From an optimization exercise on the open Yosys and OpenROAD flow, aimed at small area, a short achievable clock period and few clock cycles per item; shortcuts taken in it are not production practice.
Function was checked by simulation only, so behaviour that the tests miss may differ from the original.
Power figures rest on the tool's default switching activity, not on a simulated workload.

==> design/flow/run.sh <==
#!/bin/bash
# synth_recipe.tcl (not shown) runs the flow's synth.tcl, then flattens the netlist and writes it again
# the make line also repeats each setting of config.mk as NAME=value (left out here)
make -C /OpenROAD-flow-scripts/flow DESIGN_CONFIG=/design/flow/config.mk WORK_HOME=/design/flow/orfs CLKGATE_MAP_FILE= SYNTH_SCRIPT=/design/flow/synth_recipe.tcl finish
==> design/flow/config.mk <==
export PLATFORM = sky130hd
export DESIGN_NAME = vesc_cmd_encoder
export DESIGN_NICKNAME = vesc_cmd_encoder
export VERILOG_FILES = /design/flow/design.v
export SDC_FILE = /design/flow/constraint.sdc
export NUM_CORES = 4
export LEC_CHECK = 0
export CAP_MARGIN = 20
export CORE_MARGIN = 2
export CORE_UTILIZATION = 40
export SETUP_SLACK_MARGIN = 2
export SLEW_MARGIN = 20
==> design/flow/constraint.sdc <==
create_clock -name core_clock -period 36.0 [get_ports {clk}]
set_input_delay 7.2000 -clock core_clock [delete_from_list [all_inputs] [get_ports {clk}]]
set_output_delay 7.2000 -clock core_clock [all_outputs]
set_load 0.01 [all_outputs]
==> design/flow/design.v <==
module vesc_cmd_encoder (
    input  wire        clk,
    input  wire        rst,          
    input  wire        in_valid,
    output wire        in_ready,
    input  wire [2:0]  in_cmd,       
    input  wire [63:0] in_arg,       
    output reg         out_valid,
    input  wire        out_ready,
    output reg  [1:0]  out_status,   
    output reg  [3:0]  out_len,      
    output reg  [79:0] out_frame     
);
    reg v0, v1, xv;
    reg rdy;                               
    wire adv = ~xv;                        
    wire ld  = ~out_valid | out_ready;     
    assign in_ready = rdy;
    reg [2:0]  c0;
    reg [63:0] a0;
    always @(posedge clk) begin
        if (adv) begin
            c0 <= in_cmd;
            a0 <= in_arg;
        end
    end
    wire has_arg0 = c0[2] | c0[1];
    wire kA = ~has_arg0 | (c0 == 3'd5);            
    wire kB = (c0 == 3'd3) | (c0 == 3'd4) | (c0 == 3'd7);  
    wire kC = (c0 == 3'd2);                        
    wire kD = (c0 == 3'd6);                        
    wire [4:0] at0 = {kC | kD, kB, 1'b0, kD, kB | kD};
    wire        s0      = a0[63];
    wire [10:0] e0      = a0[62:52];
    wire [51:0] f0      = a0[51:0];
    wire        enz0    = |e0;
    wire [52:0] m0      = {enz0, f0};
    wire [10:0] eeff0   = {e0[10:1], e0[0] | ~enz0};
    wire        nonfin0 = &e0;
    wire        fnz0    = |f0;
    wire        gt_one0 = e0[10] | ((e0 == 11'h3FF) & fnz0);
    wire        dom0    = kC ? gt_one0 :
                          (c0 == 3'd7) ? (gt_one0 | (s0 & (enz0 | fnz0))) : 1'b0;
    wire [12:0] sh0    = 13'd1054 - {2'b0, eeff0} - {8'd0, at0};
    wire        shneg0 = sh0[12];
    wire        zero0  = ~has_arg0 | (~sh0[12] & (sh0[11:0] > 12'd34));
    wire        dp = (kB & (m0 >= 53'd4611686018427388)) |
                     (kC & (m0 >= 53'd5902958103587057)) |
                     (kD & (m0 >= 53'd4722366482869646));
    wire [67:0] mw = {15'd0, m0};
    wire [67:0] t1 = (kA ? (mw << 13) : (mw << 14)) | {54'd0, dp, ~dp, 12'd0};
    wire [67:0] t2 = ~((kB ? (mw << 9) : 68'd0) | (kC ? (mw << 12) : 68'd0) |
                       (kD ? (mw << 10) : 68'd0)) & {68{~kA}};
    wire [67:0] t3 = (kB ? (mw << 7) : 68'd0) | ((kC | kD) ? (mw << 8) : 68'd0);
    wire [67:0] t4 = kC ? ~(mw << 6) : kD ? (mw << 3) : 68'd0;
    wire [67:0] t5 = (kC ? (mw << 4) : 68'd0) | (kD ? mw : 68'd0);
    wire [67:0] t6 = kC ? (mw << 2) : 68'd0;
    wire [67:0] sa = t1 ^ t2 ^ t3;
    wire [67:0] ca = {((t1 & t2) | (t1 & t3) | (t2 & t3)), ~kA};
    wire [67:0] sb = t4 ^ t5 ^ t6;
    wire [67:0] cb = {((t4 & t5) | (t4 & t6) | (t5 & t6)), kC};
    wire [67:0] sc = sa ^ ca ^ sb;
    wire [67:0] cc = {((sa & ca) | (sa & sb) | (ca & sb)), 1'b0};
    wire [67:0] sd = sc ^ cc ^ cb;
    wire [67:0] cd = {((sc & cc) | (sc & cb) | (cc & cb)), 1'b0};
    wire [67:0] pp = sd + cd;                   
    wire [34:0] r0 = pp[67:33];                 
    reg [34:0] r1, rx;
    reg [2:0]  c1, cx;
    reg        s1, shneg1, zero1, nonfin1, dom1;
    reg        sx, shnegx, zerox, nonfinx, domx;
    reg [5:0]  sh1, shx;
    always @(posedge clk) begin
        if (adv) begin
            r1 <= r0; c1 <= c0; s1 <= s0; sh1 <= sh0[5:0];
            shneg1 <= shneg0; zero1 <= zero0; nonfin1 <= nonfin0 & has_arg0; dom1 <= dom0;
        end
        if (adv && !ld) begin
            rx <= r1; cx <= c1; sx <= s1; shx <= sh1;
            shnegx <= shneg1; zerox <= zero1; nonfinx <= nonfin1; domx <= dom1;
        end
    end
    wire [34:0] r3      = xv ? rx : r1;
    wire [2:0]  c3      = xv ? cx : c1;
    wire        s3      = xv ? sx : s1;
    wire [5:0]  sh3     = xv ? shx : sh1;
    wire        shneg3  = xv ? shnegx : shneg1;
    wire        zero3   = xv ? zerox : zero1;
    wire        nonfin3 = xv ? nonfinx : nonfin1;
    wire        dom3    = xv ? domx : dom1;
    wire        has_arg3 = c3[2] | c3[1];
    wire        w2_3     = (c3 == 3'd7);
    wire        w4_3     = has_arg3 & ~w2_3;
    reg  [7:0]  cmd_id3;
    always @(*) begin
        case (c3)
            3'd0: cmd_id3 = 8'h00;
            3'd1: cmd_id3 = 8'h04;
            3'd2: cmd_id3 = 8'h05;
            3'd3: cmd_id3 = 8'h06;
            3'd4: cmd_id3 = 8'h07;
            3'd5: cmd_id3 = 8'h08;
            3'd6: cmd_id3 = 8'h09;
            default: cmd_id3 = 8'h0C;
        endcase
    end
    wire [34:0] h    = zero3 ? 35'd0 : (r3 >> sh3);
    wire [33:0] phi  = h[34:1];
    wire        ovf  = shneg3 | (|phi[33:32]);
    wire [32:0] q33  = ({1'b0, phi[31:0]} ^ {33{s3}}) + {32'd0, h[0] ^ s3};
    wire [31:0] q    = q33[31:0];
    wire        werr = ovf | (q33[32] ^ q33[31]);
    wire [1:0]  status = nonfin3 ? 2'd1 : (has_arg3 & (dom3 | werr)) ? 2'd2 : 2'd0;
    wire        ok     = (status == 2'd0);
    function [15:0] crc16_byte(input [15:0] crc_in, input [7:0] data);
        integer b;
        reg [15:0] cc;
        begin
            cc = crc_in ^ {data, 8'h00};
            for (b = 0; b < 8; b = b + 1)
                cc = cc[15] ? ((cc << 1) ^ 16'h1021) : (cc << 1);
            crc16_byte = cc;
        end
    endfunction
    function [15:0] crc_q(input [31:0] qq);
        crc_q = crc16_byte(crc16_byte(crc16_byte(crc16_byte(16'h0, qq[31:24]), qq[23:16]),
                                      qq[15:8]), qq[7:0]);
    endfunction
    reg [15:0] crc_c;
    always @(*) begin
        case (c3)
            3'd0:    crc_c = crc16_byte(16'h0, 8'h00);
            3'd1:    crc_c = crc16_byte(16'h0, 8'h04);
            3'd7:    crc_c = crc16_byte(crc16_byte(crc16_byte(16'h0, 8'h0C), 8'h00), 8'h00);
            default: crc_c = crc16_byte(crc16_byte(crc16_byte(crc16_byte(crc16_byte(16'h0,
                                 cmd_id3), 8'h00), 8'h00), 8'h00), 8'h00);
        endcase
    end
    wire [15:0] crc = crc_c ^ crc_q(q);
    reg [79:0] frame;
    reg [3:0]  flen;
    always @(*) begin
        frame = 80'd0;
        flen  = 4'd0;
        if (ok) begin
            if (w4_3) begin
                flen  = 4'd10;
                frame = {8'h02, 8'h05, cmd_id3, q, crc, 8'h03};
            end else if (w2_3) begin
                flen  = 4'd8;
                frame = {8'h02, 8'h03, 8'h0C, q[15:0], crc, 8'h03, 16'd0};
            end else begin
                flen  = 4'd6;
                frame = {8'h02, 8'h01, cmd_id3, crc, 8'h03, 32'd0};
            end
        end
    end
    wire src_v = xv | (v1 & adv);
    wire xv_n  = ~rst & ~ld & (xv | v1);
    always @(posedge clk) begin
        if (rst) begin
            v0 <= 1'b0; v1 <= 1'b0; out_valid <= 1'b0;
        end else begin
            if (adv) begin
                v0 <= in_valid;
                v1 <= v0;
            end
            out_valid <= ld ? src_v : 1'b1;
        end
        xv  <= xv_n;
        rdy <= ~xv_n;
    end
    always @(posedge clk) begin
        if (ld && src_v) begin
            out_status <= status;
            out_len    <= flen;
            out_frame  <= frame;
        end
    end
endmodule
==> reports/metrics.yaml, run 1 <==
critical_path:
  path_max_fanout: 14
  worst-r2r-setup-slack_ps: 26390
  r2r_start: "a0[7]$_DFFE_PN_"
  critPathMaxStageDelay_ps: 630
  crit_arrival_ps: 9890
  startpoint_type: "register"
  cp_common_cell: "a21oi_1"
  endpoint_kind: "register"
  crit_path_top_delay_cell: "edfxtp_1"
  crit_required_ps: 36280
  critPathLaunch: "a0[7]$_DFFE_PN_"
  critPathKind: "reg -> reg"
finish:
  area_delta_synth_final_pct: 9.79
  antenna_cells: 0
  seq_area_sq_mm: 0.00686
  multi_input_area_sq_mm: 0.0181
  drive_above_1_share_pct: 6.90
  final_cells: 3761
  fillers: 6278
  nets: 3271
global_routing:
  grt_first_pass_wirelength_um: 125000
  overflow: 0
  grtUsageTotal_pct: 22.6
  grt_max_degree: 90
  first_global_vias: 22200
  antenna_found_initial: 0
routing:
  wl_met3_um: 4560
  wl_met1_um: 32000
  route.detailed.drc: 0
  vias_per_cell: 5.77
  wl_um: 78700
  detail_route.iter0.violations: 2374
  dr_wl_met2_um: 39000
  postRouteAntennaNets: 0
  first_pass_iters: 8
  via_count: 21700
  wl_per_cell_um: 20.9
  top_layer_used: "met4"
die:
  ioPinCount: 159
  start_util_pct: 40.6
  row_count: 94
  die_w_um: 263
  core_sq_mm: 0.0660
  die_area_sq_mm: 0.0690
  die_h_um: 263
power:
  p_total_w: 0.00200
  p_leak_nw: 12.2
  p_per_area_mw_per_mm2: 68.0
  ir_worst_vdd_v: 0.000115
min_path:
  hold_path.class: "reg -> reg"
  min_from: "r1[21]$_DFFE_PN_"
clocking:
  clkLatencyLatePin_ps: 570
  htree_levels: 1
  postCtsHoldBufs: 0
  clockBufferDepth: 3
  cts_tree: "done"
  numCtsBuffers: 27
  root_buffer: "clkbuf_16"
  clkTransAtPathRegs_ps: 60
  clock-sinks: 230
  cts_resized: 0
  post-cts-setup-buffers: 0
logic_synthesis:
  synth.area.mux_share_pct: 9.70
  ys_warn_count: 1
  synth_top_family_by_area: "adder cells"
  syn-cell-area_sq_mm: 0.0268
  synthesis.instances: 2868
  synthSimpleGateAreaFrac_pct: 15.3
  synth_xor_area_share_pct: 7.49
  synth_area_leaders: "edfxtp_1 (25%), fa_1 (16%), mux2i_1 (6.5%), ha_1 (5.0%), nor2_1 (4.1%)"
  synth-compound-area-share_pct: 13.6
  avgSynthCellArea_sq_um: 9.33
  synthArstFlopShare_pct: 0
  synth_top_cell_by_area: "edfxtp_1"
  ys_seq_elements: 230
  synth_ff_type: "edfxtp_1"
  yosysSeqAreaShare_pct: 25.6
  ys_types: 111
  yosys.area_share.adder_pct: 21.2
  synth_edf_count: 225
  synth_top_area_share_pct: 25.2
flow_run:
  drv_cap: 0
place:
  gp_congestion: 0.938
  dp_hpwl_um: 59600
  dp_cells: 3712
  portBuffers: 135
timing:
  rsz0062_at_grt: "false"
  finalHoldViolCount: 0
  relSlewSlack_pct: 28.0
  tns_ps: 0
  finalSetupViolCount: 0
  fin_hold_ws_ps: 422
  finalCritPeriodShare_pct: 26.7
  max_freq_mhz: 104
  skew_ps: 46.5
  slew_violations: 0
  worst_pin_slew_ps: 1080
  min_period_ps: 9610
outcome:
  status: "timing/DRC/antenna clean"
## worst paths after layout
path,endpoint,cells past startpoint
setup / recovery,r1[32]$_DFFE_PN_,40
setup reg to reg,r1[32]$_DFFE_PN_,40
hold / removal,rx[21]$_DFFE_PP_,0
hold reg to reg,rx[21]$_DFFE_PP_,0
## sequential cells by signal (all words and copies together), names as in the netlist, 2 cells and up
name	cells
a0	64
c0	3
c1	3
cx	3
out_frame	55
out_len	3
out_status	2
r1	35
rx	35
sh1	6
shx	6
## where the power goes
group / internal, W / switching (W)
Combinational: 0.000538 / 0.000798
Sequential: 0.000370 / 0.0000334
Clock: 0.000146 / 0.000113
Total: 0.00105 / 0.000945
## per-layer routing
metal | vias up | GRT usage, %
li1 | 9978 | -
met1 | 10600 | 28.8
met2 | 928 | 39.4
met3 | 187 | 2.18
met4 | 0 | 8.78
met5 | - | 0
## logic make-up (layout without fill, tap and decap cells)
family          Yosys count  count (layout)
compound gates          576             576
xor+xnor                189             189
fa+ha+maj               323             323
buf+inv                 446             453
flops                   230             230
mux                     239             239
other cells               2              24
simple gates            863             863
## per-stage QoR
stage                     worst slack, ps  utilization, %  instance area, sq um
after detailed placement            26530            43.3                 28600
final                               26390            44.5                 29400
after global routing                25630            44.5                 29400
after floorplan                     25490               -                 26800
after global placement              26620            43.3                 28600
after CTS                           26450            44.5                 29400
## cell usage after synthesis (10+ instances only)
library cell,instances
o22ai_1,32
nor3_1,51
mux2_2,47
o211ai_1,13
buf_1,15
clkbuf_1,133
a22oi_1,11
nand4_1,16
xnor2_1,117
edfxtp_1,225
o21a_1,17
nand2b_1,24
nand3_1,47
nor2b_1,21
fa_1,216
or2_2,16
nand2_1,232
a31oi_1,17
and2_1,38
a21oi_1,217
o21ai_0,104
and3_1,56
a211oi_1,13
ha_1,107
nor4_1,23
buf_4,29
buf_6,10
inv_1,232
a21o_1,23
o21bai_1,19
xor2_1,43
nor2_1,293
buf_2,19
mux2i_1,173
## layout make-up
class | count | share of cell area, %
Tap cell | 864 | 3.68
Sequential cell | 230 | 23.3
Multi-Input combinational cell | 2214 | 61.7
Clock inverter | 17 | 0.473
Clock buffer | 32 | 2.36
Inverter | 237 | 3.04
Timing Repair Buffer | 167 | 5.42
## critical path, delay by kind of cell, from the launching register on
kind | cells | cell delay, ps
AO/OA/AOI/OAI | 27 | 5630
adder cells (fa/ha/maj) | 4 | 1760
AND/OR/NAND/NOR | 7 | 1150
flip-flops | 1 | 630
XOR/XNOR | 1 | 90
buffers and inverters | 1 | 60
## cell usage in the layout, fill, tap and decap left out, types with 17 or more instances in the layout
cell             count
o22ai_1             32
nor2b_1             19
clkbuf_16           27
nand2b_1            24
o21ai_0            104
and2_1              38
nand3_1             47
mux2_2              47
nor2_1             292
fa_1               216
mux2i_1            171
a21oi_1            217
buf_4               32
nor4_1              23
ha_1               107
nand2_1            232
a31oi_1             17
inv_1              231
edfxtp_1           225
o21bai_1            19
xnor2_1            117
a21o_1              23
xor2_1              43
o21a_1              17
conb_1              24
clkdlybuf4s50_1    135
and3_1              56
nor3_1              51
Testbench counts, summed over its fixed seeds: cycles 8,024, items 8,000.
==> inputs of run 2 (changes only) <==
--- a/design/flow/design.v
+++ b/design/flow/design.v
@@ -31,3 +31,2 @@
     wire kD = (c0 == 3'd6);                        
-    wire [4:0] at0 = {kC | kD, kB, 1'b0, kD, kB | kD};
     wire        s0      = a0[63];
@@ -43,27 +42,36 @@
                           (c0 == 3'd7) ? (gt_one0 | (s0 & (enz0 | fnz0))) : 1'b0;
-    wire [12:0] sh0    = 13'd1054 - {2'b0, eeff0} - {8'd0, at0};
+    wire [12:0] sh0    = (kA ? 13'd1055 : kB ? 13'd1045 : kC ? 13'd1038 : 13'd1035) - {2'b0, eeff0};
     wire        shneg0 = sh0[12];
     wire        zero0  = ~has_arg0 | (~sh0[12] & (sh0[11:0] > 12'd34));
-    wire        dp = (kB & (m0 >= 53'd4611686018427388)) |
+    wire        dp = kA | (kB & (m0 >= 53'd4611686018427388)) |
                      (kC & (m0 >= 53'd5902958103587057)) |
                      (kD & (m0 >= 53'd4722366482869646));
-    wire [67:0] mw = {15'd0, m0};
-    wire [67:0] t1 = (kA ? (mw << 13) : (mw << 14)) | {54'd0, dp, ~dp, 12'd0};
-    wire [67:0] t2 = ~((kB ? (mw << 9) : 68'd0) | (kC ? (mw << 12) : 68'd0) |
-                       (kD ? (mw << 10) : 68'd0)) & {68{~kA}};
-    wire [67:0] t3 = (kB ? (mw << 7) : 68'd0) | ((kC | kD) ? (mw << 8) : 68'd0);
-    wire [67:0] t4 = kC ? ~(mw << 6) : kD ? (mw << 3) : 68'd0;
-    wire [67:0] t5 = (kC ? (mw << 4) : 68'd0) | (kD ? mw : 68'd0);
-    wire [67:0] t6 = kC ? (mw << 2) : 68'd0;
-    wire [67:0] sa = t1 ^ t2 ^ t3;
-    wire [67:0] ca = {((t1 & t2) | (t1 & t3) | (t2 & t3)), ~kA};
-    wire [67:0] sb = t4 ^ t5 ^ t6;
-    wire [67:0] cb = {((t4 & t5) | (t4 & t6) | (t5 & t6)), kC};
-    wire [67:0] sc = sa ^ ca ^ sb;
-    wire [67:0] cc = {((sa & ca) | (sa & sb) | (ca & sb)), 1'b0};
-    wire [67:0] sd = sc ^ cc ^ cb;
-    wire [67:0] cd = {((sc & cc) | (sc & cb) | (cc & cb)), 1'b0};
-    wire [67:0] pp = sd + cd;                   
-    wire [34:0] r0 = pp[67:33];                 
-    reg [34:0] r1, rx;
+    wire [69:0] mw = {17'd0, m0};
+    wire [69:0] t1 = mw << 14;
+    wire [69:0] t2 = ~((kB ? (mw << 9) : 70'd0) | (kC ? (mw << 12) : 70'd0) |
+                       (kD ? (mw << 10) : 70'd0)) & {70{~kA}};
+    wire [69:0] t3 = (kB ? (mw << 7) : 70'd0) | ((kC | kD) ? (mw << 8) : 70'd0);
+    wire [69:0] t4 = kC ? ~(mw << 6) : kD ? (mw << 3) : 70'd0;
+    wire [69:0] t5 = (kC ? (mw << 4) : 70'd0) | (kD ? mw : 70'd0);
+    wire [69:0] t6 = kC ? (mw << 2) : 70'd0;
+    reg  [69:0] th;
+    integer j;
+    always @(*) begin
+        th = {56'd0, dp, ~dp, 12'd0};
+        for (j = 33; j < 70; j = j + 1)
+            th[j] = s0 ? (j - 33 >= sh0[5:0]) : (j - 33 == sh0[5:0]);
+    end
+    wire [69:0] sa = t1 ^ t2 ^ t3;
+    wire [69:0] ca = {((t1 & t2) | (t1 & t3) | (t2 & t3)), ~kA};
+    wire [69:0] sb = t4 ^ t5 ^ t6;
+    wire [69:0] cb = {((t4 & t5) | (t4 & t6) | (t5 & t6)), kC};
+    wire [69:0] sc = sa ^ ca ^ sb;
+    wire [69:0] cc = {((sa & ca) | (sa & sb) | (ca & sb)), 1'b0};
+    wire [69:0] sd = sc ^ cc ^ cb;
+    wire [69:0] cd = {((sc & cc) | (sc & cb) | (cc & cb)), 1'b0};
+    wire [69:0] se = sd ^ cd ^ th;
+    wire [69:0] ce = {((sd & cd) | (sd & th) | (cd & th)), 1'b0};
+    wire [69:0] ww = se + ce;                   
+    wire [35:0] r0 = ww[69:34];
+    reg [35:0] r1, rx;
     reg [2:0]  c1, cx;
@@ -82,3 +90,3 @@
     end
-    wire [34:0] r3      = xv ? rx : r1;
+    wire [35:0] r3      = xv ? rx : r1;
     wire [2:0]  c3      = xv ? cx : c1;
@@ -106,8 +114,5 @@
     end
-    wire [34:0] h    = zero3 ? 35'd0 : (r3 >> sh3);
-    wire [33:0] phi  = h[34:1];
-    wire        ovf  = shneg3 | (|phi[33:32]);
-    wire [32:0] q33  = ({1'b0, phi[31:0]} ^ {33{s3}}) + {32'd0, h[0] ^ s3};
-    wire [31:0] q    = q33[31:0];
-    wire        werr = ovf | (q33[32] ^ q33[31]);
+    wire [35:0] f    = $signed(r3) >>> sh3;
+    wire [31:0] q    = zero3 ? 32'd0 : (f[31:0] ^ {32{s3}});
+    wire        werr = ~zero3 & (shneg3 | (~r3[35] & (|f[35:31])));
     wire [1:0]  status = nonfin3 ? 2'd1 : (has_arg3 & (dom3 | werr)) ? 2'd2 : 2'd0;
==> reports/metrics.yaml, run 2 <==
outcome:
  status: "timing/DRC/antenna clean"
timing:
  finalSetupViolCount: 0
  max_freq_mhz: 113
  rsz0062_at_grt: "false"
  slew_violations: 0
  min_period_ps: 8830
  layout_setup_ws_ps: 27170
  relSlewSlack_pct: 21.7
  skew_ps: 46.3
  finalCritPeriodShare_pct: 24.5
  worst_pin_slew_ps: 1160
  fin_hold_ws_ps: 453
  tns_ps: 0
  finalHoldViolCount: 0
power:
  seqPwrFrac_pct: 16.6
  p_sw_w: 0.00131
  p_total_w: 0.00270
  clockPowerShare_pct: 10.4
  p_sw_share_pct: 48.5
  p_per_area_mw_per_mm2: 88.5
  p_int_w: 0.00139
  p_leak_nw: 12.9
  comb_power_share_pct: 73.1
  ir_worst_vdd_v: 0.000129
routing:
  first_pass_iters: 5
  detail_route.iter0.violations: 2268
  postRouteAntennaNets: 0
  route.detailed.drc: 0
  via_count: 22500
  wl_um: 85700
  vias_per_cell: 5.65
  wl_per_cell_um: 21.5
logic_synthesis:
  synth_top_area_share_pct: 24.6
  ys_seq_elements: 232
  yosys-top-cells-count: "inv_1 (348), nor2_1 (290), nand2_1 (278)"
  yosysSeqAreaShare_pct: 25.0
  synth_top_cell_by_area: "edfxtp_1"
  avgSynthCellArea_sq_um: 9.16
  ys_warn_count: 1
  synthArstFlopShare_pct: 0
  synth_edf_count: 227
  synth_area_leaders: "edfxtp_1 (25%), fa_1 (18%), ha_1 (6.5%), inv_1 (4.7%), mux2i_1 (3.9%)"
  syn-cell-area_sq_mm: 0.0277
  synthesis.instances: 3023
  synth_ff_type: "edfxtp_1"
  ys_types: 102
  post-synth-top-count-cell: "inv_1"
global_routing:
  overflow: 0
  first_global_vias: 22800
  grt_first_pass_wirelength_um: 133000
  grtUsageTotal_pct: 24.0
  antenna_found_initial: 1
  grt_max_degree: 109
flow_run:
  drv_cap: 0
place:
  dp_cells: 3932
  dp_hpwl_um: 67300
  pre_cts_ws_ps: 26970
  portBuffers: 135
  gp_congestion: 0.956
finish:
  nets: 3495
  fillers: 6608
  largest_reg_flops: 64
  drive_above_1_share_pct: 5.80
  regMostFlops: "a0"
  area_delta_synth_final_pct: 10.4
  top_regs: "a0 x64, out_frame x55"
  final_cell_mix: "inv_1 (347), nor2_1 (288), nand2_1 (278)"
  antenna_cells: 0
  final_cells: 3982
  mostFrequentLayoutCell: "inv_1"
clocking:
  post-cts-setup-buffers: 0
  clockBufferDepth: 3
  clock-sinks: 232
  cts_resized: 0
  cts_tree: "done"
  numCtsBuffers: 28
  clkLatencyLatePin_ps: 610
  htree_levels: 1
  clkTransAtPathRegs_ps: 60
  root_buffer: "clkbuf_16"
  postCtsHoldBufs: 0
critical_path:
  path_max_fanout: 20
  startpoint_type: "register"
  critPathKind: "reg -> reg"
  critPathMaxStageDelay_ps: 640
  crit_required_ps: 36320
  crit_path_top_delay_cell: "edfxtp_1"
  crit_arrival_ps: 9150
  endpoint_kind: "register"
die:
  start_util_pct: 40.4
  die_h_um: 267
  core_sq_mm: 0.0686
  die_area_sq_mm: 0.0713
  die_w_um: 267
  row_count: 96
  ioPinCount: 159
min_path:
  hold_path.class: "reg -> reg"
[run 2: cell type report]
cell class	count	area, sq um	area share [%]
inverters	355	1340	4.39
multi-input cells	2250	18600	60.9
flip-flops and latches	232	6920	22.7
repair buffers	164	1580	5.18
clock buffers	30	708	2.32
well taps	931	1160	3.81
clock inverters	20	214	0.700
[run 2: worst paths after layout]
| kind | from | to | slack, ps | cells after the start |
|---|---|---|---|---|
| setup / recovery | c0[1]$_DFFE_PN_ | r1[33]$_DFFE_PN_ | 27170 | 27 |
| hold / removal | r1[13]$_DFFE_PN_ | rx[13]$_DFFE_PP_ | 450 | 0 |
| setup reg to reg | c0[1]$_DFFE_PN_ | r1[33]$_DFFE_PN_ | 27170 | 27 |
| hold reg to reg | r1[13]$_DFFE_PN_ | rx[13]$_DFFE_PP_ | 450 | 0 |
[run 2: logic make-up after synthesis]
logic type                 Yosys count  share of synthesized area (%)
and+or+nand+nor                    860                           14.1
AOI/OAI and AO/OA                  657                           15.1
buffers and inverters              563                           8.27
adders and majority gates          393                           24.5
DFF                                232                           25.0
muxes                              165                           7.00
xor gates and xnor gates           152                           6.01
other                                1                         0.0135
[run 2: through the flow]
step                      utilization (%)  cell area (sq um)
after floorplan                         -              27800
after global placement               43.2              29600
after detailed placement             43.2              29600
after CTS                            44.5              30500
after global routing                 44.5              30500
final                                44.5              30500
[run 2: critical path, delay by kind of cell, from the launching register on]
kind                       cells  cell delay [ps]
AOI/OAI and AO/OA             12             2620
xor gates and xnor gates       2              440
adders and majority gates      3             1360
buffers and inverters          2              970
DFF                            1              640
and+or+nand+nor                8             2490
[run 2: power by group through the flow]
stage / combinational [W] / clock (W) / sequential (W)
2_1_floorplan: 0.00146 / 0 / 0.000437
3_3_place_gp: 0.00193 / 0 / 0.000452
3_5_place_dp: 0.00195 / 0 / 0.000454
4_1_cts: 0.00196 / 0.000290 / 0.000448
5_1_grt: 0.00216 / 0.000301 / 0.000454
6_report: 0.00197 / 0.000280 / 0.000448
[run 2: metal layers]
metal	wire length, um	vias up	global-route usage, %	part of all wire [%]
met5	13	-	0	0.015
met4	4100	2	11.0	4.8
met3	4920	224	2.28	5.7
met2	41100	906	40.3	48
met1	35600	10900	31.3	42
li1	-	10400	-	-
Testbench counts of run 2, summed over its fixed seeds: cycles 8,024, items 8,000.
==> inputs of run 3 (changes only) <==
--- a/design/flow/design.v
+++ b/design/flow/design.v
@@ -75,7 +75,6 @@
     wire [35:0] r0 = ww[69:34];
-    reg [35:0] r1, rx;
-    reg [2:0]  c1, cx;
+    reg [35:0] r1;
+    reg [2:0]  c1;
     reg        s1, shneg1, zero1, nonfin1, dom1;
-    reg        sx, shnegx, zerox, nonfinx, domx;
-    reg [5:0]  sh1, shx;
+    reg [5:0]  sh1;
     always @(posedge clk) begin
@@ -85,15 +84,19 @@
         end
-        if (adv && !ld) begin
-            rx <= r1; cx <= c1; sx <= s1; shx <= sh1;
-            shnegx <= shneg1; zerox <= zero1; nonfinx <= nonfin1; domx <= dom1;
+    end
+    wire [35:0] f     = $signed(r1) >>> sh1;
+    wire [31:0] q1    = zero1 ? 32'd0 : (f[31:0] ^ {32{s1}});
+    wire        werr1 = ~zero1 & (shneg1 | (~r1[35] & (|f[35:31])));
+    wire [1:0]  st1   = nonfin1 ? 2'd1 : ((c1[2] | c1[1]) & (dom1 | werr1)) ? 2'd2 : 2'd0;
+    reg [31:0] qx;
+    reg [1:0]  stx;
+    reg [2:0]  cx;
+    always @(posedge clk) begin
+        if (adv) begin
+            qx <= q1; stx <= st1; cx <= c1;
         end
     end
-    wire [35:0] r3      = xv ? rx : r1;
-    wire [2:0]  c3      = xv ? cx : c1;
-    wire        s3      = xv ? sx : s1;
-    wire [5:0]  sh3     = xv ? shx : sh1;
-    wire        shneg3  = xv ? shnegx : shneg1;
-    wire        zero3   = xv ? zerox : zero1;
-    wire        nonfin3 = xv ? nonfinx : nonfin1;
-    wire        dom3    = xv ? domx : dom1;
+    wire [31:0] q      = xv ? qx : q1;
+    wire [1:0]  status = xv ? stx : st1;
+    wire [2:0]  c3     = xv ? cx : c1;
+    wire        ok     = (status == 2'd0);
     wire        has_arg3 = c3[2] | c3[1];
@@ -114,7 +117,2 @@
     end
-    wire [35:0] f    = $signed(r3) >>> sh3;
-    wire [31:0] q    = zero3 ? 32'd0 : (f[31:0] ^ {32{s3}});
-    wire        werr = ~zero3 & (shneg3 | (~r3[35] & (|f[35:31])));
-    wire [1:0]  status = nonfin3 ? 2'd1 : (has_arg3 & (dom3 | werr)) ? 2'd2 : 2'd0;
-    wire        ok     = (status == 2'd0);
     function [15:0] crc16_byte(input [15:0] crc_in, input [7:0] data);
@@ -178,3 +176,3 @@
     always @(posedge clk) begin
-        if (ld && src_v) begin
+        if (ld) begin
             out_status <= status;
==> design/flow/flow/run.sh (new file) <==
#!/bin/bash
set -euo pipefail
bash standard.sh finish 'BUFFER_PORTS_ARGS=-buffer_cell sky130_fd_sc_hd__buf_2' > standard_finish.log 2>&1
==> design/flow/standard.sh (new file) <==
#!/bin/bash
# synth_recipe.tcl (not shown) runs the flow's synth.tcl, then flattens the netlist and writes it again
# the make line also repeats each setting of config.mk as NAME=value (left out here)
make -C /OpenROAD-flow-scripts/flow DESIGN_CONFIG=/design/flow/config.mk WORK_HOME=/design/flow/orfs CLKGATE_MAP_FILE= SYNTH_SCRIPT=/design/flow/synth_recipe.tcl "${@:-finish}"
removed: design/flow/run.sh
==> reports/metrics.yaml, run 3 <==
outcome:
  status: "timing/DRC/antenna clean"
routing:
  via_count: 21700
  postRouteAntennaNets: 0
  vias_per_cell: 5.73
  route.detailed.drc: 0
  wl_um: 79900
  first_pass_iters: 6
  wl_per_cell_um: 21.1
  detail_route.iter0.violations: 2267
timing:
  min_period_ps: 9660
  finalCritPeriodShare_pct: 26.8
  finalHoldViolCount: 0
  slew_violations: 0
  relSlewSlack_pct: 33.8
  max_freq_mhz: 104
  rsz0062_at_grt: "false"
  worst_pin_slew_ps: 986
  tns_ps: 0
  finalSetupViolCount: 0
  skew_ps: 18.3
logic_synthesis:
  avgSynthCellArea_sq_um: 9.22
  ys_types: 108
  syn-cell-area_sq_mm: 0.0268
  synthArstFlopShare_pct: 0
  ys_warn_count: 1
  synth_area_leaders: "edfxtp_1 (20%), fa_1 (19%), ha_1 (6.6%), inv_1 (5.1%), nor2_1 (4.0%)"
  yosysSeqAreaShare_pct: 23.0
  synth_top_cell_by_area: "edfxtp_1"
  yosys-top-cells-count: "inv_1 (363), nor2_1 (283), nand2_1 (253)"
  post-synth-top-count-cell: "inv_1"
  synth_top_area_share_pct: 19.8
  synth_ff_type: "edfxtp_1"
  synth_edf_count: 177
  ys_seq_elements: 219
  synthesis.instances: 2906
place:
  gp_congestion: 0.919
  portBuffers: 135
  dp_cells: 3732
  dp_hpwl_um: 61700
global_routing:
  grtUsageTotal_pct: 22.8
  first_global_vias: 22400
  overflow: 0
  grt_use_met1_pct: 29.5
  grt_use_met2_pct: 38.7
  grt_max_degree: 89
  grt_first_pass_wirelength_um: 126000
  met3_usage_pct: 2.71
  top_usage_layer: "met2"
  antenna_found_initial: 1
finish:
  final_cells: 3782
  largest_reg_flops: 64
  nets: 3361
  final_util_pct: 43.5
  top_regs: "a0 x64, out_frame x55, r1 x36"
  drive_above_1_share_pct: 11.5
  antenna_cells: 0
  final_cell_mix: "inv_1 (360), nor2_1 (283), nand2_1 (253)"
  regMostFlops: "a0"
  area_delta_synth_final_pct: 7.23
  mostFrequentLayoutCell: "inv_1"
die:
  core_sq_mm: 0.0660
  die_h_um: 263
  die_w_um: 263
  die_area_sq_mm: 0.0690
  row_count: 94
  ioPinCount: 159
  start_util_pct: 40.6
critical_path:
  crit_required_ps: 36330
  startpoint_type: "register"
  cp_common_cell: "a21oi_1"
  crit_arrival_ps: 9980
  path_max_fanout: 88
  endpoint_kind: "register"
  crit_path_top_delay_cell: "nor2b_4"
  critPathMaxStageDelay_ps: 810
  critPathKind: "reg -> reg"
clocking:
  postCtsHoldBufs: 0
  numCtsBuffers: 27
  clockBufferDepth: 3
  clkTransAtPathRegs_ps: 60
  cts_resized: 0
  htree_levels: 1
  cts_tree: "done"
  clkLatencyLatePin_ps: 590
  post-cts-setup-buffers: 0
  root_buffer: "clkbuf_16"
  clock-sinks: 219
power:
  seqPwrFrac_pct: 16.5
  p_leak_nw: 12.9
  clockPowerShare_pct: 10.3
  ir_worst_vdd_v: 0.000145
  comb_power_share_pct: 73.2
  p_sw_w: 0.00139
  p_sw_share_pct: 49.2
  p_int_w: 0.00144
  p_per_area_mw_per_mm2: 98.6
flow_run:
  drv_cap: 0
min_path:
  hold_path.class: "reg -> reg"
==> run 3: changes by cell type in the layout (fill, tap and decap cells not counted), sizes merged, moves of 15 or more <==
cell / delta
mux4: +38
o22ai: -15
buf: +132
dfxtp: +37
mux2i: -59
xnor2: -18
a21oi: -16
clkdlybuf4s50: -135
edfxtp: -50
nand2: -28
==> run 3: layout make-up <==
type                    instances  area [sq um]
inverters                     370          1390
repair buffers                161           871
clock buffers                  31           691
well taps                     864          1080
multi-input cells            2118         18300
clock inverters                19           259
fillers                      6433         37300
flip-flops and latches        219          6160
==> run 3: worst paths after layout <==
path                                      start          endpoint  slack [ps]  depth (start not counted)
worst min-delay path             stx[0]$_DFF_P_    stx[0]$_DFF_P_         490                          1
worst max-delay path            c0[1]$_DFFE_PN_  r1[35]$_DFFE_PN_       26340                         26
worst min register to register   stx[0]$_DFF_P_    stx[0]$_DFF_P_         490                          1
worst max register to register  c0[1]$_DFFE_PN_  r1[35]$_DFFE_PN_       26340                         26
==> run 3: through the flow <==
stage / power [W] / setup slack (ps) / area (sq um) / hold WS, ps
2_1_floorplan: 0.00198 / 26800 / 26900 / 424
3_3_place_gp: 0.00248 / 26840 / 27800 / 471
3_5_place_dp: 0.00250 / 26570 / 27800 / 481
4_1_cts: 0.00281 / 26550 / 28700 / 496
5_1_grt: 0.00302 / 25760 / 28700 / 520
6_report: 0.00283 / 26340 / 28700 / 488
==> run 3: cell families (layout without fill, tap and decap cells) <==
logic type                 count (synthesis)  count (layout)  share of synthesized area (%)
DFF                                      219             219                           23.0
and+or+nand+nor                          828             828                           14.1
xor gates and xnor gates                 137             137                           6.20
muxes                                    134             134                           7.63
adders and majority gates                393             393                           25.4
buffers and inverters                    591             581                           9.20
other                                      2              24                         0.0280
AOI/OAI and AO/OA                        602             602                           14.4
==> run 3: metal layers <==
metal,vias to the layer above,routed length (um)
li1,9908,-
met1,10700,32900
met2,896,38800
met3,202,4770
met4,2,3400
met5,-,16
==> run 3: critical path, delay by kind of cell (launching register included) <==
kind	cells	cell delay (ps)
AND/OR/NAND/NOR	8	2520
AO/OA/AOI/OAI	9	2350
buffers and inverters	4	1980
adder cells (fa/ha/maj)	3	1000
XOR/XNOR	2	910
flip-flops	1	580
==> run 3: power by group through the flow <==
stage / Combinational [W] / Clock, W / Sequential (W)
2_1_floorplan: 0.00154 / 0 / 0.000443
5_1_grt: 0.00224 / 0.000311 / 0.000475
6_report: 0.00207 / 0.000292 / 0.000467
4_1_cts: 0.00205 / 0.000301 / 0.000466
3_3_place_gp: 0.00201 / 0 / 0.000469
3_5_place_dp: 0.00203 / 0 / 0.000471
Testbench counts of run 3, summed over its fixed seeds: cycles 8,024, items 8,000.
==> inputs of run 4 (changes only) <==
==> design/flow/run.sh (new file) <==
#!/bin/bash
# synth_recipe.tcl (not shown) runs the flow's synth.tcl, then flattens the netlist and writes it again
# the make line also repeats each setting of config.mk as NAME=value (left out here)
make -C /OpenROAD-flow-scripts/flow DESIGN_CONFIG=/design/flow/config.mk WORK_HOME=/design/flow/orfs CLKGATE_MAP_FILE= SYNTH_SCRIPT=/design/flow/synth_recipe.tcl finish
removed: design/flow/flow/run.sh
removed: design/flow/standard.sh
==> reports/metrics.yaml, run 4 <==
power:
  ir_worst_vdd_v: 0.000199
  p_leak_nw: 12.8
  p_per_area_mw_per_mm2: 96.5
timing:
  min_period_ps: 9750
  relSlewSlack_pct: 28.5
  finalHoldViolCount: 0
  rsz0062_at_grt: "false"
  skew_ps: 23.5
  tns_ps: 0
  worst_pin_slew_ps: 1070
  finalSetupViolCount: 0
  finalCritPeriodShare_pct: 27.1
  slew_violations: 0
  max_freq_mhz: 103
logic_synthesis:
  post-synth-top-count-cell: "inv_1"
  synthesis.instances: 2906
  syn-cell-area_sq_mm: 0.0268
  synth_edf_count: 177
  ys_types: 108
  synth_ff_type: "edfxtp_1"
  synth_top_area_share_pct: 19.8
  ys_warn_count: 1
  synth_top_cell_by_area: "edfxtp_1"
  avgSynthCellArea_sq_um: 9.22
  synthArstFlopShare_pct: 0
  yosysSeqAreaShare_pct: 23.0
  synth_area_leaders: "edfxtp_1 (20%), fa_1 (19%), ha_1 (6.6%), inv_1 (5.1%), nor2_1 (4.0%)"
  yosys-top-cells-count: "inv_1 (363), nor2_1 (283), nand2_1 (253)"
  ys_seq_elements: 219
place:
  dp_hpwl_um: 61700
  portBuffers: 135
  gp_congestion: 0.918
  place_area_sq_mm: 0.0285
  dp_cells: 3734
global_routing:
  grt_max_degree: 116
  overflow: 0
  antenna_found_initial: 0
  grtUsageTotal_pct: 22.8
  first_global_vias: 22100
  grt_first_pass_wirelength_um: 126000
die:
  die_w_um: 263
  start_util_pct: 40.6
  die_h_um: 263
  row_count: 94
  ioPinCount: 159
  die_area_sq_mm: 0.0690
  core_sq_mm: 0.0660
finish:
  final_cells: 3782
  antenna_cells: 0
  seq_area_sq_mm: 0.00616
  fillers: 6397
  area_delta_synth_final_pct: 9.50
  final_area_sq_mm: 0.0293
  final_util_pct: 44.4
  mostFrequentLayoutCell: "inv_1"
  regMostFlops: "a0"
  drive_above_1_share_pct: 6.85
  largest_reg_flops: 64
  multi_input_area_sq_mm: 0.0183
  final_cell_mix: "inv_1 (361), nor2_1 (283), nand2_1 (253)"
  top_regs: "a0 x64, out_frame x55, r1 x36"
  nets: 3362
clocking:
  clkTransAtPathRegs_ps: 60
  numCtsBuffers: 26
  htree_levels: 1
  post-cts-setup-buffers: 0
  root_buffer: "clkbuf_16"
  clockBufferDepth: 3
  clock-sinks: 219
  postCtsHoldBufs: 0
  clkLatencyLatePin_ps: 590
  cts_tree: "done"
  cts_resized: 0
critical_path:
  r2r_start: "c0[1]$_DFFE_PN_"
  critPathKind: "reg -> reg"
  crit_required_ps: 36320
  r2r_end: "r1[35]$_DFFE_PN_"
  startpoint_type: "register"
  worst-r2r-setup-slack_ps: 26250
  endpoint_kind: "register"
  rr_worst_depth: 27
  crit_arrival_ps: 10070
  path_max_fanout: 115
routing:
  vias_per_cell: 5.73
  postRouteAntennaNets: 0
  wl_per_cell_um: 21.1
  detail_route.iter0.violations: 2212
  route.detailed.drc: 0
  via_count: 21700
  wl_um: 79800
  first_pass_iters: 6
min_path:
  hold_end: "stx[1]$_DFF_P_"
  min_path_cells: 2
  min_from: "stx[1]$_DFF_P_"
  hold_path.class: "reg -> reg"
outcome:
  status: "timing/DRC/antenna clean"
flow_run:
  drv_cap: 0
[run 4: area by class of cell]
cell class	instances	share of cell area [%]
clock buffers	34	2.39
well taps	864	3.69
flip-flops and latches	219	21.0
clock inverters	14	0.563
multi-input cells	2118	62.3
inverters	370	4.75
repair buffers	163	5.32
[run 4: cells by family (layout without fill, tap and decap cells)]
logic type	Yosys count	count (layout)	share of synthesized area, %
AO/OA/AOI/OAI	602	602	14.4
AND/OR/NAND/NOR	828	828	14.1
XOR/XNOR	137	137	6.20
flip-flops	219	219	23.0
buffers and inverters	591	581	9.20
other	2	24	0.0280
adder cells (fa/ha/maj)	393	393	25.4
multiplexers	134	134	7.63
[run 4: layer usage]
layer | wire length (um) | GRT usage [%] | vias to the layer above
li1 | - | - | 9914
met2 | 38900 | 39.1 | 923
met1 | 33200 | 29.8 | 10600
met4 | 3050 | 8.20 | 0
met5 | 0 | 0 | -
met3 | 4610 | 2.45 | 201
[run 4: critical path, stage by stage (launching register included)]
cell      delay [ps]
edfxtp_1         550
nor2b_4          790
inv_4            580
buf_4            500
nor2_1           290
inv_1            240
ha_1             370
nor2b_1          140
o21ai_0          160
nand2b_1         100
xnor2_1          830
inv_1            450
nor3_1           540
nand2_1          280
nor2_1           190
fa_1             430
ha_1             210
a21oi_1          170
nand2b_1         100
or4_1            400
a21oi_1          200
a21oi_1          150
o41a_1           460
a31oi_1          370
o31ai_1          210
a211oi_1         350
o21bai_1         120
xnor2_1          130
[run 4: through the flow]
stage	hold WS, ps	setup slack, ps	total power, W
after floorplan	424	26800	0.00198
after global placement	471	26780	0.00250
after detailed placement	475	26450	0.00252
after global routing	517	25590	0.00302
final	486	26250	0.00283
after CTS	489	26420	0.00281
[run 4: where the power goes]
part	switching (W)	leakage [nW]	internal, W
combinational	0.00120	10.1	0.000891
clock	0.000114	0.414	0.000159
sequential	0.0000673	2.28	0.000398
total	0.00138	12.8	0.00145
[run 4: worst max path at each step]
stage	from	end	slack, ps	depth (start not counted)
6_report	c0[1]$_DFFE_PN_	r1[35]$_DFFE_PN_	26250	27
5_1_grt	c0[1]$_DFFE_PN_	r1[35]$_DFFE_PN_	25590	27
4_1_cts	c0[1]$_DFFE_PN_	r1[35]$_DFFE_PN_	26420	27
3_5_place_dp	c0[1]$_DFFE_PN_	r1[35]$_DFFE_PN_	26450	27
3_3_place_gp	c0[1]$_DFFE_PN_	r1[35]$_DFFE_PN_	26780	27
2_1_floorplan	out_ready	rdy$_DFF_P_	26800	2
==> inputs of run 5 (changes only) <==
--- a/design/flow/design.v
+++ b/design/flow/design.v
@@ -20,6 +20,12 @@
     reg [63:0] a0;
+    reg        kA, kB, kC, kD, sv0;
     always @(posedge clk) begin
         if (adv) begin
-            c0 <= in_cmd;
-            a0 <= in_arg;
+            c0  <= in_cmd;
+            a0  <= in_arg;
+            kA  <= (in_cmd == 3'd0) | (in_cmd == 3'd1) | (in_cmd == 3'd5);    
+            kB  <= (in_cmd == 3'd3) | (in_cmd == 3'd4) | (in_cmd == 3'd7);    
+            kC  <= (in_cmd == 3'd2);                                          
+            kD  <= (in_cmd == 3'd6);                                          
+            sv0 <= (in_cmd == 3'd7);
         end
@@ -27,6 +33,2 @@
     wire has_arg0 = c0[2] | c0[1];
-    wire kA = ~has_arg0 | (c0 == 3'd5);            
-    wire kB = (c0 == 3'd3) | (c0 == 3'd4) | (c0 == 3'd7);  
-    wire kC = (c0 == 3'd2);                        
-    wire kD = (c0 == 3'd6);                        
     wire        s0      = a0[63];
@@ -41,3 +43,3 @@
     wire        dom0    = kC ? gt_one0 :
-                          (c0 == 3'd7) ? (gt_one0 | (s0 & (enz0 | fnz0))) : 1'b0;
+                          sv0 ? (gt_one0 | (s0 & (enz0 | fnz0))) : 1'b0;
     wire [12:0] sh0    = (kA ? 13'd1055 : kB ? 13'd1045 : kC ? 13'd1038 : 13'd1035) - {2'b0, eeff0};
@@ -63,13 +65,3 @@
     end
-    wire [69:0] sa = t1 ^ t2 ^ t3;
-    wire [69:0] ca = {((t1 & t2) | (t1 & t3) | (t2 & t3)), ~kA};
-    wire [69:0] sb = t4 ^ t5 ^ t6;
-    wire [69:0] cb = {((t4 & t5) | (t4 & t6) | (t5 & t6)), kC};
-    wire [69:0] sc = sa ^ ca ^ sb;
-    wire [69:0] cc = {((sa & ca) | (sa & sb) | (ca & sb)), 1'b0};
-    wire [69:0] sd = sc ^ cc ^ cb;
-    wire [69:0] cd = {((sc & cc) | (sc & cb) | (cc & cb)), 1'b0};
-    wire [69:0] se = sd ^ cd ^ th;
-    wire [69:0] ce = {((sd & cd) | (sd & th) | (cd & th)), 1'b0};
-    wire [69:0] ww = se + ce;                   
+    wire [69:0] ww = t1 + t2 + t3 + t4 + t5 + t6 + th + {68'd0, kC, ~kA};    
     wire [35:0] r0 = ww[69:34];
@@ -77,3 +69,3 @@
     reg [2:0]  c1;
-    reg        s1, shneg1, zero1, nonfin1, dom1;
+    reg        s1, zero1, nonfin1, rng1;
     reg [5:0]  sh1;
@@ -82,9 +74,10 @@
             r1 <= r0; c1 <= c0; s1 <= s0; sh1 <= sh0[5:0];
-            shneg1 <= shneg0; zero1 <= zero0; nonfin1 <= nonfin0 & has_arg0; dom1 <= dom0;
+            zero1 <= zero0; nonfin1 <= nonfin0 & has_arg0; rng1 <= has_arg0 & (dom0 | shneg0);
         end
     end
-    wire [35:0] f     = $signed(r1) >>> sh1;
-    wire [31:0] q1    = zero1 ? 32'd0 : (f[31:0] ^ {32{s1}});
-    wire        werr1 = ~zero1 & (shneg1 | (~r1[35] & (|f[35:31])));
-    wire [1:0]  st1   = nonfin1 ? 2'd1 : ((c1[2] | c1[1]) & (dom1 | werr1)) ? 2'd2 : 2'd0;
+    wire        zq1   = zero1 | r1[35];
+    wire [35:0] f     = r1 >> sh1;
+    wire [31:0] q1    = zq1 ? 32'd0 : (f[31:0] ^ {32{s1}});
+    wire        ovf1  = ~zq1 & (|f[35:31]);
+    wire [1:0]  st1   = nonfin1 ? 2'd1 : (rng1 | ovf1) ? 2'd2 : 2'd0;
     reg [31:0] qx;
==> reports/metrics.yaml, run 5 <==
clocking:
  root_buffer: "clkbuf_16"
  clock-sinks: 223
  postCtsHoldBufs: 0
  htree_levels: 1
  clkLatencyLatePin_ps: 600
  clkTransAtPathRegs_ps: 60
  clockBufferDepth: 3
  cts_tree: "done"
  post-cts-setup-buffers: 0
  cts_resized: 0
  numCtsBuffers: 28
die:
  start_util_pct: 40.5
  die_area_sq_mm: 0.0658
  row_count: 92
  die_h_um: 257
  die_w_um: 257
  core_sq_mm: 0.0631
  ioPinCount: 159
finish:
  regMostFlops: "a0"
  top_regs: "a0 x64, out_frame x55, r1 x36"
  nets: 3095
  fillers: 6143
  antenna_cells: 0
  mostFrequentLayoutCell: "nand2_1"
  final_util_pct: 44.7
  drive_above_1_share_pct: 7.15
  area_delta_synth_final_pct: 10.5
  largest_reg_flops: 64
  final_cell_mix: "nand2_1 (320), fa_1 (247), inv_1 (233)"
timing:
  finalHoldViolCount: 0
  skew_ps: 33.5
  worst_pin_slew_ps: 1010
  tns_ps: 0
  finalCritPeriodShare_pct: 24.8
  max_freq_mhz: 112
  rsz0062_at_grt: "false"
  finalSetupViolCount: 0
  fin_hold_ws_ps: 438
  relSlewSlack_pct: 32.3
  min_period_ps: 8920
  slew_violations: 0
routing:
  vias_per_cell: 5.86
  route.detailed.drc: 0
  detail_route.iter0.violations: 2307
  wl_per_cell_um: 22.5
  wl_um: 78700
  first_pass_iters: 8
  postRouteAntennaNets: 0
  via_count: 20500
logic_synthesis:
  synth_area_leaders: "edfxtp_1 (21%), fa_1 (19%), ha_1 (7.0%), nand2_1 (4.7%), mux4_2 (4.0%)"
  synthesis.instances: 2608
  synthArstFlopShare_pct: 0
  yosys-top-cells-count: "nand2_1 (320), fa_1 (247), inv_1 (234)"
  syn-cell-area_sq_mm: 0.0255
  synth_edf_count: 181
  post-synth-top-count-cell: "nand2_1"
  synth_ff_type: "edfxtp_1"
  ys_seq_elements: 223
  synth_top_cell_by_area: "edfxtp_1"
  ys_warn_count: 1
  avgSynthCellArea_sq_um: 9.79
  ys_types: 101
  yosysSeqAreaShare_pct: 24.6
  synth_top_area_share_pct: 21.3
place:
  dp_hpwl_um: 62100
  gp_congestion: 0.940
  portBuffers: 135
global_routing:
  antenna_found_initial: 1
  grtUsageTotal_pct: 23.7
  overflow: 0
  grt_max_degree: 67
  grt_first_pass_wirelength_um: 124000
  first_global_vias: 20700
critical_path:
  critPathMaxStageDelay_ps: 650
  crit_required_ps: 36340
  crit_path_top_delay_cell: "fa_1"
  critPathKind: "reg -> reg"
  startpoint_type: "register"
  path_max_fanout: 10
  rr_worst_depth: 31
  crit_arrival_ps: 9260
  endpoint_kind: "register"
  worst-r2r-setup-slack_ps: 27080
power:
  p_leak_nw: 12.8
  ir_worst_vdd_v: 0.0000826
  p_per_area_mw_per_mm2: 88.2
  p_total_w: 0.00249
flow_run:
  drv_cap: 0
min_path:
  min_path_cells: 0
  hold_path.class: "reg -> reg"
outcome:
  status: "timing/DRC/antenna clean"
[run 5: cell types whose count changed in the layout (fill, tap and decap cells not counted), sizes merged, moves of 16 or more]
cell	before	now
o21ai	158	85
xnor2	76	97
a21oi	177	147
and3	27	43
a21o	31	51
a22o	8	37
nor2	283	117
nand2	253	320
mux2i	56	90
inv	364	240
nand3	70	53
[run 5: cells by family (layout without fill, tap and decap cells)]
family,Yosys count,in the layout,synth area share (%)
flops,223,223,24.6
simple gates,744,744,13.7
other cells,1,23,0.0147
xor+xnor,143,143,5.69
mux,160,160,8.72
compound gates,511,511,13.5
fa+ha+maj,389,389,26.3
buf+inv,437,464,7.37
[run 5: cell type report]
type / count / area, sq um / share of cell area, %
Clock buffer: 33 / 719 / 2.55
Clock inverter: 19 / 166 / 0.590
Tap cell: 846 / 1060 / 3.75
Timing Repair Buffer: 170 / 1610 / 5.72
Inverter: 242 / 911 / 3.23
Sequential cell: 223 / 6280 / 22.3
Multi-Input combinational cell: 1970 / 17500 / 61.9
[run 5: per-layer routing]
layer | wire length, um | up-vias | track usage (%)
met4 | 1610 | 2 | 5.07
met1 | 34500 | 10200 | 33.5
met3 | 6220 | 106 | 3.81
met5 | 18 | - | 0
li1 | - | 9201 | -
met2 | 36400 | 969 | 38.3
[run 5: power breakdown]
group	switching (W)	leakage, nW	total (W)	internal (W)
clock network	0.000118	0.429	0.000270	0.000152
registers	0.0000614	2.33	0.000453	0.000392
logic	0.00102	10.0	0.00177	0.000747
[run 5: worst paths after layout]
path	from	endpoint
worst max-delay path	a0[0]$_DFFE_PN_	r1[17]$_DFFE_PN_
worst min-delay path	c0[0]$_DFFE_PN_	c1[0]$_DFFE_PN_
worst max register to register	a0[0]$_DFFE_PN_	r1[17]$_DFFE_PN_
worst min register to register	c0[0]$_DFFE_PN_	c1[0]$_DFFE_PN_
[run 5: metrics by stage]
step           std cells  instance area (sq um)  setup slack (ps)
2_1_floorplan       2630                  25600             26800
3_3_place_gp        3451                  27300             27240
3_5_place_dp        3451                  27300             27210
4_1_cts             3503                  28200             27160
5_1_grt             3503                  28200             26580
6_report            3503                  28200             27080
[run 5: worst max-delay path: cells and delay by family (launching register included)]
kind            cells  cell delay [ps]
compound gates     20             4920
xor+xnor            1               90
fa+ha+maj           5             2260
buf+inv             1               40
flops               1              570
simple gates        4              770
Testbench counts of run 5, summed over its fixed seeds: cycles 8,024, items 8,000.
==> inputs of run 6 (changes only) <==
==> design/flow/flow/run.sh (new file) <==
#!/bin/bash
set -euo pipefail
bash standard.sh finish 'BUFFER_PORTS_ARGS=-buffer_cell sky130_fd_sc_hd__buf_2' > standard_finish.log 2>&1
==> design/flow/standard.sh (new file) <==
#!/bin/bash
# synth_recipe.tcl (not shown) runs the flow's synth.tcl, then flattens the netlist and writes it again
# the make line also repeats each setting of config.mk as NAME=value (left out here)
make -C /OpenROAD-flow-scripts/flow DESIGN_CONFIG=/design/flow/config.mk WORK_HOME=/design/flow/orfs CLKGATE_MAP_FILE= SYNTH_SCRIPT=/design/flow/synth_recipe.tcl "${@:-finish}"
removed: design/flow/run.sh
==> reports/metrics.yaml, run 6 <==
logic_synthesis:
  synth_ff_type: "edfxtp_1"
  synth_top_cell_by_area: "edfxtp_1"
  synth_area_leaders: "edfxtp_1 (21%), fa_1 (19%), ha_1 (7.0%), nand2_1 (4.7%), mux4_2 (4.0%)"
  synth_top_area_share_pct: 21.3
  avgSynthCellArea_sq_um: 9.79
  ys_seq_elements: 223
  synthesis.instances: 2608
  post-synth-top-count-cell: "nand2_1"
  ys_warn_count: 1
  ys_types: 101
  synth_edf_count: 181
  synthArstFlopShare_pct: 0
  syn-cell-area_sq_mm: 0.0255
  yosys-top-cells-count: "nand2_1 (320), fa_1 (247), inv_1 (234)"
  yosysSeqAreaShare_pct: 24.6
timing:
  finalSetupViolCount: 0
  min_period_ps: 8910
  rsz0062_at_grt: "false"
  max_freq_mhz: 112
  worst_pin_slew_ps: 984
  relSlewSlack_pct: 34.2
  finalHoldViolCount: 0
  tns_ps: 0
  finalCritPeriodShare_pct: 24.7
  layout_setup_ws_ps: 27090
  slew_violations: 0
  skew_ps: 30.7
power:
  p_leak_nw: 12.9
  ir_worst_vdd_v: 0.000104
  p_per_area_mw_per_mm2: 90.1
place:
  dp_cells: 3450
  dp_hpwl_um: 61600
  pre_cts_ws_ps: 27250
  gp_congestion: 0.979
  portBuffers: 135
clocking:
  cts_tree: "done"
  clockBufferDepth: 3
  numCtsBuffers: 28
  cts_resized: 0
  clkLatencyLatePin_ps: 610
  root_buffer: "clkbuf_16"
  post-cts-setup-buffers: 0
  clkTransAtPathRegs_ps: 60
  clock-sinks: 223
  postCtsHoldBufs: 0
  htree_levels: 1
global_routing:
  grt_max_degree: 68
  antenna_found_initial: 0
  first_global_vias: 20700
  grt_first_pass_wirelength_um: 123000
  grtUsageTotal_pct: 23.5
  overflow: 0
finish:
  final_cell_mix: "nand2_1 (320), fa_1 (247), inv_1 (233)"
  antenna_cells: 0
  largest_reg_flops: 64
  final_util_pct: 43.7
  mostFrequentLayoutCell: "nand2_1"
  top_regs: "a0 x64, out_frame x55, r1 x36"
  drive_above_1_share_pct: 12.2
  area_delta_synth_final_pct: 8.09
  final_cells: 3499
  nets: 3094
  regMostFlops: "a0"
  fillers: 6183
flow_run:
  drv_cap: 0
routing:
  wl_per_cell_um: 22.4
  vias_per_cell: 5.87
  route.detailed.drc: 0
  first_pass_iters: 6
  detail_route.iter0.violations: 2166
  wl_um: 78400
  postRouteAntennaNets: 0
  via_count: 20500
critical_path:
  critPathKind: "reg -> reg"
  crit_path_top_delay_cell: "fa_1"
  crit_arrival_ps: 9240
  path_max_fanout: 10
  critPathMaxStageDelay_ps: 630
  crit_required_ps: 36330
  endpoint_kind: "register"
  startpoint_type: "register"
outcome:
  status: "timing/DRC/antenna clean"
die:
  start_util_pct: 40.5
  row_count: 92
  ioPinCount: 159
  core_sq_mm: 0.0631
  die_h_um: 257
  die_w_um: 257
  die_area_sq_mm: 0.0658
min_path:
  hold_path.class: "reg -> reg"
run 6: worst max-delay path: cells and delay by family (launching register included):
kind	cells	cell delay, ps
AO/OA/AOI/OAI	20	4850
XOR/XNOR	1	100
adder cells (fa/ha/maj)	5	2220
buffers and inverters	1	40
flip-flops	1	570
AND/OR/NAND/NOR	4	850
run 6: report_power, final:
group	switching, W	leakage [nW]	internal [W]
registers	0.0000578	2.33	0.000391
logic	0.00102	10.1	0.000725
clock network	0.000122	0.448	0.000172
run 6: area by class of cell:
cell class	count	area (sq um)	area share, %
clock inverter	17	231	0.839
timing repair buffer	169	931	3.37
multi-input combinational	1970	17500	63.3
tap	846	1060	3.84
sequential	223	6280	22.8
clock buffer	32	716	2.59
inverter	242	911	3.30
run 6: cells by family (layout without fill, tap and decap cells):
group / count (synthesis) / after routing / share of synthesized area, %
AO/OA/AOI/OAI: 511 / 511 / 13.5
XOR/XNOR: 143 / 143 / 5.69
adder cells (fa/ha/maj): 389 / 389 / 26.3
buffers and inverters: 437 / 460 / 7.37
flip-flops: 223 / 223 / 24.6
multiplexers: 160 / 160 / 8.72
other: 1 / 23 / 0.0147
AND/OR/NAND/NOR: 744 / 744 / 13.7
run 6: final timing paths:
| kind | startpoint | slack (ps) | cells after the start | endpoint |
|---|---|---|---|---|
| setup / recovery | a0[0]$_DFFE_PN_ | 27090 | 31 | r1[17]$_DFFE_PN_ |
| hold / removal | c0[0]$_DFFE_PN_ | 460 | 0 | c1[0]$_DFFE_PN_ |
| setup reg to reg | a0[0]$_DFFE_PN_ | 27090 | 31 | r1[17]$_DFFE_PN_ |
| hold reg to reg | c0[0]$_DFFE_PN_ | 460 | 0 | c1[0]$_DFFE_PN_ |
run 6: through the flow:
step	hold WS, ps	instance area (sq um)	power, W
after floorplan	400	25600	0.00172
after global placement	456	26600	0.00213
after detailed placement	453	26600	0.00215
after CTS	470	27600	0.00247
after global routing	489	27600	0.00267
final	456	27600	0.00249
run 6: per-layer routing:
layer  vias to the layer above  track usage [%]  wire length [um]
met5                         -                0                 0
met4                         0             7.25              2670
met3                       176             4.19              6560
met2                      1016             37.3             35600
met1                     10100             32.8             33500
li1                       9208                -                 -
==> inputs of run 7 (changes only) <==
--- a/design/flow/design.v
+++ b/design/flow/design.v
@@ -32,2 +32,20 @@
     end
+    function geq_t(input [52:0] mv, input [52:0] tv);
+        reg [63:0] g, e;
+        integer i, l;
+        begin
+            g = 64'd0;
+            e = {64{1'b1}};
+            for (i = 0; i < 53; i = i + 1) begin
+                g[i] = mv[i] & ~tv[i];
+                e[i] = ~(mv[i] ^ tv[i]);
+            end
+            for (l = 1; l < 64; l = l * 2)
+                for (i = 0; i < 64; i = i + 2 * l) begin
+                    g[i] = g[i + l] | (e[i + l] & g[i]);
+                    e[i] = e[i + l] & e[i];
+                end
+            geq_t = g[0] | e[0];
+        end
+    endfunction
     wire has_arg0 = c0[2] | c0[1];
@@ -47,5 +65,5 @@
     wire        zero0  = ~has_arg0 | (~sh0[12] & (sh0[11:0] > 12'd34));
-    wire        dp = kA | (kB & (m0 >= 53'd4611686018427388)) |
-                     (kC & (m0 >= 53'd5902958103587057)) |
-                     (kD & (m0 >= 53'd4722366482869646));
+    wire        dp = kA | (kB & geq_t(m0, 53'd4611686018427388)) |
+                     (kC & geq_t(m0, 53'd5902958103587057)) |
+                     (kD & geq_t(m0, 53'd4722366482869646));
     wire [69:0] mw = {17'd0, m0};
==> reports/metrics.yaml, run 7 <==
finish:
  nets: 3026
  largest_reg_flops: 64
  final_util_pct: 43.7
  antenna_cells: 0
  regMostFlops: "a0"
  top_regs: "a0 x64, out_frame x55, r1 x36"
  final_cells: 3419
  mostFrequentLayoutCell: "nand2_1"
  drive_above_1_share_pct: 12.7
  fillers: 6022
  area_delta_synth_final_pct: 7.73
  final_cell_mix: "nand2_1 (366), fa_1 (247), inv_1 (183)"
clocking:
  numCtsBuffers: 25
  postCtsHoldBufs: 0
  clock-sinks: 223
  clockBufferDepth: 3
  clkLatencyLatePin_ps: 600
  cts_resized: 0
  htree_levels: 1
  clkTransAtPathRegs_ps: 60
  post-cts-setup-buffers: 0
  root_buffer: "clkbuf_16"
  cts_tree: "done"
timing:
  worst_pin_slew_ps: 1010
  relSlewSlack_pct: 32.7
  rsz0062_at_grt: "false"
  tns_ps: 0
  layout_setup_ws_ps: 27410
  skew_ps: 31.0
  slew_violations: 0
  max_freq_mhz: 116
  finalHoldViolCount: 0
  min_period_ps: 8590
  finalSetupViolCount: 0
  finalCritPeriodShare_pct: 23.9
critical_path:
  crit_required_ps: 36310
  worstSetupEndpoint: "r1[35]$_DFFE_PN_"
  critPathLaunch: "a0[57]$_DFFE_PN_"
  rr_worst_depth: 31
  worst-path-stages: 31
  path_max_fanout: 17
  critPathMaxStageDelay_ps: 720
  critPathTopFamily: "compound AO/OA/AOI/OAI gates"
  crit_path_top_delay_cell: "a2111oi_0"
  crit_arrival_ps: 8900
  r2r_end: "r1[35]$_DFFE_PN_"
  r2r_start: "a0[57]$_DFFE_PN_"
  startpoint_type: "register"
  worst-r2r-setup-slack_ps: 27410
  critPathKind: "reg -> reg"
  path_buf_inv: 3
  endpoint_kind: "register"
logic_synthesis:
  synthArstFlopShare_pct: 0
  post-synth-top-count-cell: "nand2_1"
  synth_top_area_share_pct: 21.6
  synth_edf_count: 181
  synth_area_leaders: "edfxtp_1 (22%), fa_1 (20%), ha_1 (7.1%), nand2_1 (5.5%), mux4_2 (5.2%)"
  ys_seq_elements: 223
  ys_types: 94
  yosysSeqAreaShare_pct: 25.0
  synth_top_cell_by_area: "edfxtp_1"
  synthesis.instances: 2531
  avgSynthCellArea_sq_um: 9.94
  yosys-top-cells-count: "nand2_1 (366), fa_1 (247), inv_1 (184)"
  synth_ff_type: "edfxtp_1"
  ys_warn_count: 1
  syn-cell-area_sq_mm: 0.0252
power:
  p_total_w: 0.00270
  ir_worst_vdd_v: 0.000143
  comb_power_share_pct: 74.3
  clockPowerShare_pct: 9.0
  p_int_w: 0.00136
  p_per_area_mw_per_mm2: 99.8
  p_sw_share_pct: 49.6
  seqPwrFrac_pct: 16.7
  p_leak_nw: 12.7
  p_sw_w: 0.00134
die:
  core_sq_mm: 0.0619
  row_count: 91
  die_w_um: 255
  ioPinCount: 159
  die_h_um: 255
  die_area_sq_mm: 0.0649
  start_util_pct: 40.6
routing:
  route.detailed.drc: 0
  detail_route.iter0.violations: 1718
  vias_per_cell: 5.70
  wl_per_cell_um: 22.0
  via_count: 19500
  postRouteAntennaNets: 0
  wl_um: 75300
  first_pass_iters: 6
global_routing:
  grt_first_pass_wirelength_um: 117000
  grtUsageTotal_pct: 23.3
  antenna_found_initial: 0
  overflow: 0
  first_global_vias: 19600
  grt_max_degree: 64
place:
  gp_congestion: 0.964
  dp_hpwl_um: 60000
  portBuffers: 135
  dp_cells: 3376
  pre_cts_ws_ps: 27430
outcome:
  status: "timing/DRC/antenna clean"
min_path:
  min_from: "c0[0]$_DFFE_PN_"
  hold_path.class: "reg -> reg"
flow_run:
  drv_cap: 0
==> run 7: cell families (layout without fill, tap and decap cells) <==
group           count (synthesis)  count (layout)  synth area share (%)
other cells                     1              23                0.0149
fa+ha+maj                     389             389                  26.7
simple gates                  777             777                  14.2
xor+xnor                      131             131                  5.71
flops                         223             223                  25.0
buf+inv                       370             399                  6.23
mux                           166             166                  9.61
compound gates                474             474                  12.6
==> run 7: how the worst min path moves through the flow <==
stage | to | slack (ps) | cells after the start
4_1_cts | c1[0]$_DFFE_PN_ | 430 | 0
2_1_floorplan | c1[0]$_DFFE_PN_ | 400 | 0
3_3_place_gp | c1[0]$_DFFE_PN_ | 410 | 0
3_5_place_dp | c1[0]$_DFFE_PN_ | 410 | 0
5_1_grt | c1[0]$_DFFE_PN_ | 430 | 0
6_report | c1[0]$_DFFE_PN_ | 430 | 0
==> run 7: per-layer routing <==
layer,wire length (um),track usage [%]
met4,1520,5.01
met3,5600,3.81
met5,0,0
met1,33300,33.3
met2,34900,37.3
==> run 7: area by class of cell <==
type / instances / area [sq um] / share of cell area [%]
timing repair buffer: 167 / 916 / 3.38
tap: 837 / 1050 / 3.86
inverter: 189 / 712 / 2.63
sequential: 223 / 6280 / 23.2
clock buffer: 31 / 648 / 2.39
clock inverter: 12 / 101 / 0.374
multi-input combinational: 1960 / 17400 / 64.2
==> run 7: power groups by stage <==
stage	Sequential [W]	Combinational, W	Clock [W]
floorplan	0.000436	0.00147	0
global route	0.000459	0.00219	0.000260
global placement	0.000452	0.00194	0
finish	0.000451	0.00201	0.000243
CTS	0.000450	0.00197	0.000252
detailed placement	0.000455	0.00196	0
==> run 7: through the flow <==
step	cell area (sq um)	hold WS [ps]
floorplan	25200	400
global placement	26300	409
detailed placement	26300	412
CTS	27100	428
global route	27100	431
finish	27100	426
Testbench counts of run 7, summed over its fixed seeds: cycles 8,024, items 8,000.

==> afterwards: timing with drivers on the ports <==
How much do the figures lean on ideal ports? The routed layouts below were timed once more, with nothing changed but the port constraints.
Step 1 assumes that a clkbuf_16 drives the clock port and a buf_2 every other input.
Step 2, shift: input delay + t, output delay - t, t = (earliest + latest rising clock arrival at the registers) / 2. This alone moves slack from input paths to output paths.
Three values: no drivers, after step 1, after step 2; two values: the first two.
run	shift t [ns]	setup WS [ns]
run 1	0.617	26.393 / 26.393 / 26.393
run 2	0.649	27.170 / 27.170 / 26.992
run 3	0.644	26.344 / 26.344 / 26.344
run 4	0.635	26.253 / 26.253 / 26.253
run 5	0.644	27.082 / 27.082 / 27.082
run 6	0.658	27.091 / 27.091 / 27.091
run 7	0.635	27.409 / 27.409 / 27.409
After both steps every run listed still meets setup and hold.
